Source: an optimization exercise on an open RTL-to-GDS flow (aim: small area, a short achievable clock period and few clock cycles). Production flows keep margins and buffers that such runs may drop.
Where RTL was checked, it was by simulation tests only, not by an equivalence proof against the original.
No activity file was given, so power comes from the tool's default toggle rates.

main:
// chillhub_rx
module chillhub_rx (
    input  wire        clk,
    input  wire        rst,
    input  wire        in_valid,
    output wire        in_ready,
    input  wire [1:0]  in_op,       
    input  wire [7:0]  in_data,     
    input  wire [1:0]  in_class,    
    input  wire [15:0] in_cb,       
    output reg         ev_valid,
    output reg  [1:0]  ev_type,     
    output reg  [15:0] ev_cb,
    output wire [1:0]  ev_class,
    output wire [7:0]  ev_symbol,
    output wire [2:0]  ev_kind,
    output wire [7:0]  ev_len,
    output reg  [7:0]  ev_data,
    output reg  [2:0]  ev_code
);
Settings: LEC_CHECK=0, CAP_MARGIN=20, CORE_MARGIN=2, CORE_UTILIZATION=40, PLACE_DENSITY=0.6, SLEW_MARGIN=20; clock period 5.0 ns.
run.sh (not shown) runs the stock make flow with config.mk's settings and CLKGATE_MAP_FILE= SYNTH_SCRIPT=/design/flow/synth_recipe.tcl, a recipe that flattens the netlist after the stock synthesis.
Edits applied to the flow inputs when going from main to the feature branch:
- SETUP_SLACK_MARGIN now 2.3, previously not set
--- outcome ---
Relative to main, total wire length after detailed routing increased by about 9% in the feature branch.
The feature branch and main ended up with nearly the same number of buffers added to fix hold violations after cts.
Diff main -> the feature branch: worst reg2reg path depth went up by 1, via count went up, internal power component increased 0.84%.
Compared with main, the feature branch shows a higher total number of nets in the final design.
Taking main as the reference, in the feature branch first-pass iteration count of the detailed router has increased, number of hold violations in the final report essentially unchanged.
No functional check of the RTL was part of any run of this note.

========
## P
chillhub_rx, a different RTL version from the one above (not shown whole).
Size: roughly 900 flip-flops.
==> flow/design.v (excerpt) <==
module chillhub_rx (
    input  wire        clk,
    input  wire        rst,
    input  wire        in_valid,
    output wire        in_ready,
    input  wire [1:0]  in_op,       
    input  wire [7:0]  in_data,     
    input  wire [1:0]  in_class,    
    input  wire [15:0] in_cb,       
    output reg         ev_valid,
    output reg  [1:0]  ev_type,     
    output reg  [15:0] ev_cb,
    output wire [1:0]  ev_class,
    output wire [7:0]  ev_symbol,
    output wire [2:0]  ev_kind,
    output wire [7:0]  ev_len,
    output reg  [7:0]  ev_data,
    output reg  [2:0]  ev_code
);
Settings: LEC_CHECK=0, ABC_CLOCK_PERIOD_IN_PS=2500, CAP_MARGIN=20, CORE_MARGIN=2, CORE_UTILIZATION=55, CTS_BUF_LIST=sky130_fd_sc_hd__clkbuf_8 sky130_fd_sc_hd__clkbuf_16, CTS_CLUSTER_DIAMETER=60, CTS_CLUSTER_SIZE=20, PLACE_DENSITY=0.7, SETUP_SLACK_MARGIN=2.6, SLEW_MARGIN=20; clock period 5.0 ns.
P ended with every stage complete and zero timing, DRC or antenna violations.
Testbench counts of P, summed over its fixed seeds: cycles 14,173.
## Diff of input files: Q against P
# P
export LEC_CHECK = 0
export ABC_CLOCK_PERIOD_IN_PS = 2500
export CAP_MARGIN = 20
export CORE_MARGIN = 2
export CORE_UTILIZATION = 55
export CTS_BUF_LIST = sky130_fd_sc_hd__clkbuf_8 sky130_fd_sc_hd__clkbuf_16
export CTS_CLUSTER_DIAMETER = 60
export CTS_CLUSTER_SIZE = 20
export PLACE_DENSITY = 0.7
export SETUP_SLACK_MARGIN = 2.6
export SLEW_MARGIN = 20
create_clock -name core_clock -period 5.0 [get_ports {clk}]
# Q
export LEC_CHECK = 0
export ABC_CLOCK_PERIOD_IN_PS = 2500
export CAP_MARGIN = 20
export CORE_MARGIN = 2
export CORE_UTILIZATION = 55
export PLACE_DENSITY = 0.7
export SETUP_SLACK_MARGIN = 2.6
export SLEW_MARGIN = 20
create_clock -name core_clock -period 5.0 [get_ports {clk}]
## What came out
- Going from P to Q, the transition time at the pin with the least slew margin was found to have gone down by 0.043 ns.
- Q against P: post-route total power picked up an extra about 14%, via count picked up an extra about 1.7%.
- Q ends up with a multi-input combinational area share that is 0.59 points lower than in P.
- Final critical-path setup slack (Q over P): increase, 0.019 ns
Here is what was changed in the inputs of R compared with Q.
# Q
export LEC_CHECK = 0
export ABC_CLOCK_PERIOD_IN_PS = 2500
export CAP_MARGIN = 20
export CORE_MARGIN = 2
export CORE_UTILIZATION = 55
export PLACE_DENSITY = 0.7
export SETUP_SLACK_MARGIN = 2.6
export SLEW_MARGIN = 20
create_clock -name core_clock -period 5.0 [get_ports {clk}]
# R
export LEC_CHECK = 0
export ABC_CLOCK_PERIOD_IN_PS = 2500
export CAP_MARGIN = 20
export CORE_MARGIN = 2
export CORE_UTILIZATION = 55
export CTS_BUF_LIST = sky130_fd_sc_hd__clkbuf_8
export CTS_CLUSTER_DIAMETER = 50
export CTS_CLUSTER_SIZE = 15
export PLACE_DENSITY = 0.7
export SETUP_SLACK_MARGIN = 2.6
export SLEW_MARGIN = 20
create_clock -name core_clock -period 5.0 [get_ports {clk}]
Notes after the runs:
R ends up with a internal power contribution that is 14% lower than in Q.
Delta (R minus Q): fraction of area in multi-input gates rose 0.54 points; final period demand of the worst path saw little to no change; fill cell total of the finished layout increased 3.6%; number of unique standard cell types used by synthesis level; clock group share of total power moved down.
Area added between synthesis and finish ends up lower on R.

========
Setup of build 59:
Another version of the RTL of chillhub_rx (not shown whole).
For scale: roughly 910 flip-flops, ~83 I/O pins.
clock: 5.0 ns
lec_check: 0
abc_clock_period_in_ps: 2500
cap_margin: 40
core_margin: 2
core_utilization: 55
cts_buf_list: sky130_fd_sc_hd__clkbuf_8
cts_cluster_diameter: 50
cts_cluster_size: 15
place_density: 0.7
setup_slack_margin: 2.5
slew_margin: 65
Build 59 completed end to end with timing, DRC and antenna clean.
Testbench counts of build 59, summed over its fixed seeds: cycles 14,173.
> inputs changed (build 59 -> build 9)
Settings: CAP_MARGIN: 40 -> 20; SLEW_MARGIN: 65 -> 20; ABC_CLOCK_PERIOD_IN_PS: 2500 -> unset; PLACE_DENSITY: 0.7 -> 0.82; CORE_UTILIZATION: 55 -> 70; ABC_AREA: unset -> 1.
### Flow results
Arithmetic-cell share of the synthesized area counting full adders, half adders and majority gates delta (build 9 -> build 59): insignificant
Going from build 59 to build 9, number of antenna violations at the first check in global routing shrinks by 4.
Delta (build 9 minus build 59): depth of the most critical reg-to-reg path fell 1; clock network fraction of design power fell 1.1 points; power fell 1.4%; clock power fell 4.6%.
Final standard cell area without fillers came out lower on build 9 than on build 59.
## Diff of input files: build 37 against build 9
Settings: CAP_MARGIN changed from 20 to 40; SLEW_MARGIN changed from 20 to 65; PLACE_DENSITY changed from 0.82 to 0.7; CORE_UTILIZATION changed from 70 to 55.
Notes after the runs:
Relative to build 9, the largest net degree at the start of global routing measured on build 37 has decreased by more than 10%.
Wire length of the first global-routing pass of build 9 is on par with build 37.
m_cls[1] as the worst setup path startpoint was reported by build 37, and rd_col[0] by build 9.
On combinational power share, build 9 tracks build 37 almost exactly.
Compared to build 9, build 37 has starting density of the core 15 points lower.

========
run 1:
Another version of the RTL of chillhub_rx (not shown whole).
For scale: about 3100 cells after synthesis, ~930 flip-flops, about 38000 um2 of cells after synthesis.
==> flow/design.v (excerpt) <==
module chillhub_rx (
    input  wire        clk,
    input  wire        rst,
    input  wire        in_valid,
    output wire        in_ready,
    input  wire [1:0]  in_op,       
    input  wire [7:0]  in_data,     
    input  wire [1:0]  in_class,    
    input  wire [15:0] in_cb,       
    output reg         ev_valid,
    output reg  [1:0]  ev_type,     
    output reg  [15:0] ev_cb,
    output wire [1:0]  ev_class,
    output wire [7:0]  ev_symbol,
    output wire [2:0]  ev_kind,
    output wire [7:0]  ev_len,
    output reg  [7:0]  ev_data,
    output reg  [2:0]  ev_code
);
make LEC_CHECK=0 ABC_AREA=1 CAP_MARGIN=40 CORE_MARGIN=2 CORE_UTILIZATION=55 CTS_BUF_LIST=sky130_fd_sc_hd__clkbuf_8 CTS_CLUSTER_DIAMETER=50 CTS_CLUSTER_SIZE=15 PLACE_DENSITY=0.7 SETUP_SLACK_MARGIN=2.5 SLEW_MARGIN=65 finish   # period 5.0 ns
Run 1: done, clean on timing, DRC and antenna
Testbench counts of run 1, summed over its fixed seeds: cycles 14,173.
### run 1 -> run 2
Settings: changing SLEW_MARGIN from 65 to 20; changing CORE_UTILIZATION from 55 to 70; changing CAP_MARGIN from 40 to 20; changing PLACE_DENSITY from 0.7 to 0.82.
==> summary.txt <==
Against run 1 as the reference, run 2 delivers a lower worst setup slack. Higher total routed wirelength was reported by run 1, not run 2. Compared with run 1, run 2 shows a lower fraction of cell area in non-clock buffers. Compared with run 1, run 2 shows headroom to the max-slew limit lower by 38 points. Of the two candidates, run 1 has the worse design area and run 2 the better one. Run 2 vs. run 1: first-pass GRT wire length went down by 2200 um. Run 2 consumes less power than run 1 does. | number of vias per cell after detailed routing | run 2 vs run 1 | about 8% higher |. Diff run 2..run 1 | flop and latch count out of synthesis | unchanged. Relative to run 1, number of non-clock buffers in the layout has decreased by 46 in run 2.
Relative to run 2, the following input files were edited for run 3:
Settings: changing SETUP_SLACK_MARGIN from 2.5 to 2.6; changing PLACE_DENSITY from 0.82 to 0.7; changing CORE_UTILIZATION from 70 to 55.
## What came out
- The area of the core in run 3 is 1.3 times that in run 2.
- Run 3 vs. run 2: cell count after placement shows an increase of about 4.7%; die footprint moved up; aggregate global-route resource usage dropped 8.8 points.
- | final hold slack | run 3 vs run 2 | better |
- Run 3 against run 2: post-route core utilization down 15 points; switching power total rose by about 5.4%.
- Changes observed in run 3 relative to run 2: number of filler instances in the final layout up 59%; cell area now larger; via count -about 1.8%.
[inputs] run 4 vs run 3
Settings: SETUP_SLACK_MARGIN now 2.5, was 2.6.
Run 4 vs. run 3: smallest setup slack after layout went down by 0.076 ns. In the metrics for run 4 and run 3, the one carrying the lower power is run 4. Run 3 → run 4: critical path required time increased by 0.06 ns relative to the old numbers; final area fell about 2.1%; arrival time at the worst endpoint went up; detailed-router iteration count before antenna repair shows an increase of 2. First-pass GRT wire length delta (run 4 − run 3): unfavourable. Summary of run 4 over run 3: non-clock buffer count in the final layout went down by 50; largest fanout on the critical path went up by 5; fraction of standard cell area that is sequential went up by 1.4 points. Multi-input combinational gate total of run 3 is on par with run 4.

-- afterwards: timing with drivers on the ports --
Ports are ideal in the flow. The routed layouts listed here were re-timed in OpenROAD. Step 1, drivers: a clkbuf_16 drives clk and a buf_2 each remaining input, both assumed. Step 2 also shifts input and output timing later by t, the mid clock arrival at the registers, as if the neighbouring blocks saw the same clock. Slacks: ideal / step 1 / step 2; pairs: ideal / step 1.
run	t, ns	setup slack, ns	worst setup path at the end	latest minus earliest clock arrival (ns)	cell pins on the clock port's net
main	0.699	0.931 / 0.867 / 1.140	input to register	0.033 / 0.033	1
the feature branch	0.710	1.846 / 1.780 / 1.876	input to register	0.027 / 0.027	1
P	0.705	2.348 / 2.348 / 1.879	input to register	0.040 / 0.039	1
Q	0.695	2.366 / 2.366 / 1.866	input to register	0.024 / 0.023	1
R	0.773	2.366 / 2.366 / 1.902	input to register	0.056 / 0.056	1
build 59	0.762	2.427 / 2.427 / 1.943	input to register	0.045 / 0.045	1
build 9	0.761	2.422 / 2.422 / 1.816	input to register	0.036 / 0.036	1
build 37	0.770	2.465 / 2.406 / 1.914	input to register	0.063 / 0.063	1
run 1	0.767	2.468 / 2.418 / 1.972	input to register	0.049 / 0.050	1
run 2	0.760	2.384 / 2.384 / 1.843	input to register	0.050 / 0.051	1
run 3	0.781	2.541 / 2.516 / 1.822	input to register	0.065 / 0.065	1
run 4	0.769	2.465 / 2.465 / 1.829	input to register	0.055 / 0.054	1
After both steps every run listed still meets setup and hold. The setup slack of run 3, which loses most, moves by -0.025 ns with the drivers and by -0.719 ns with both steps.
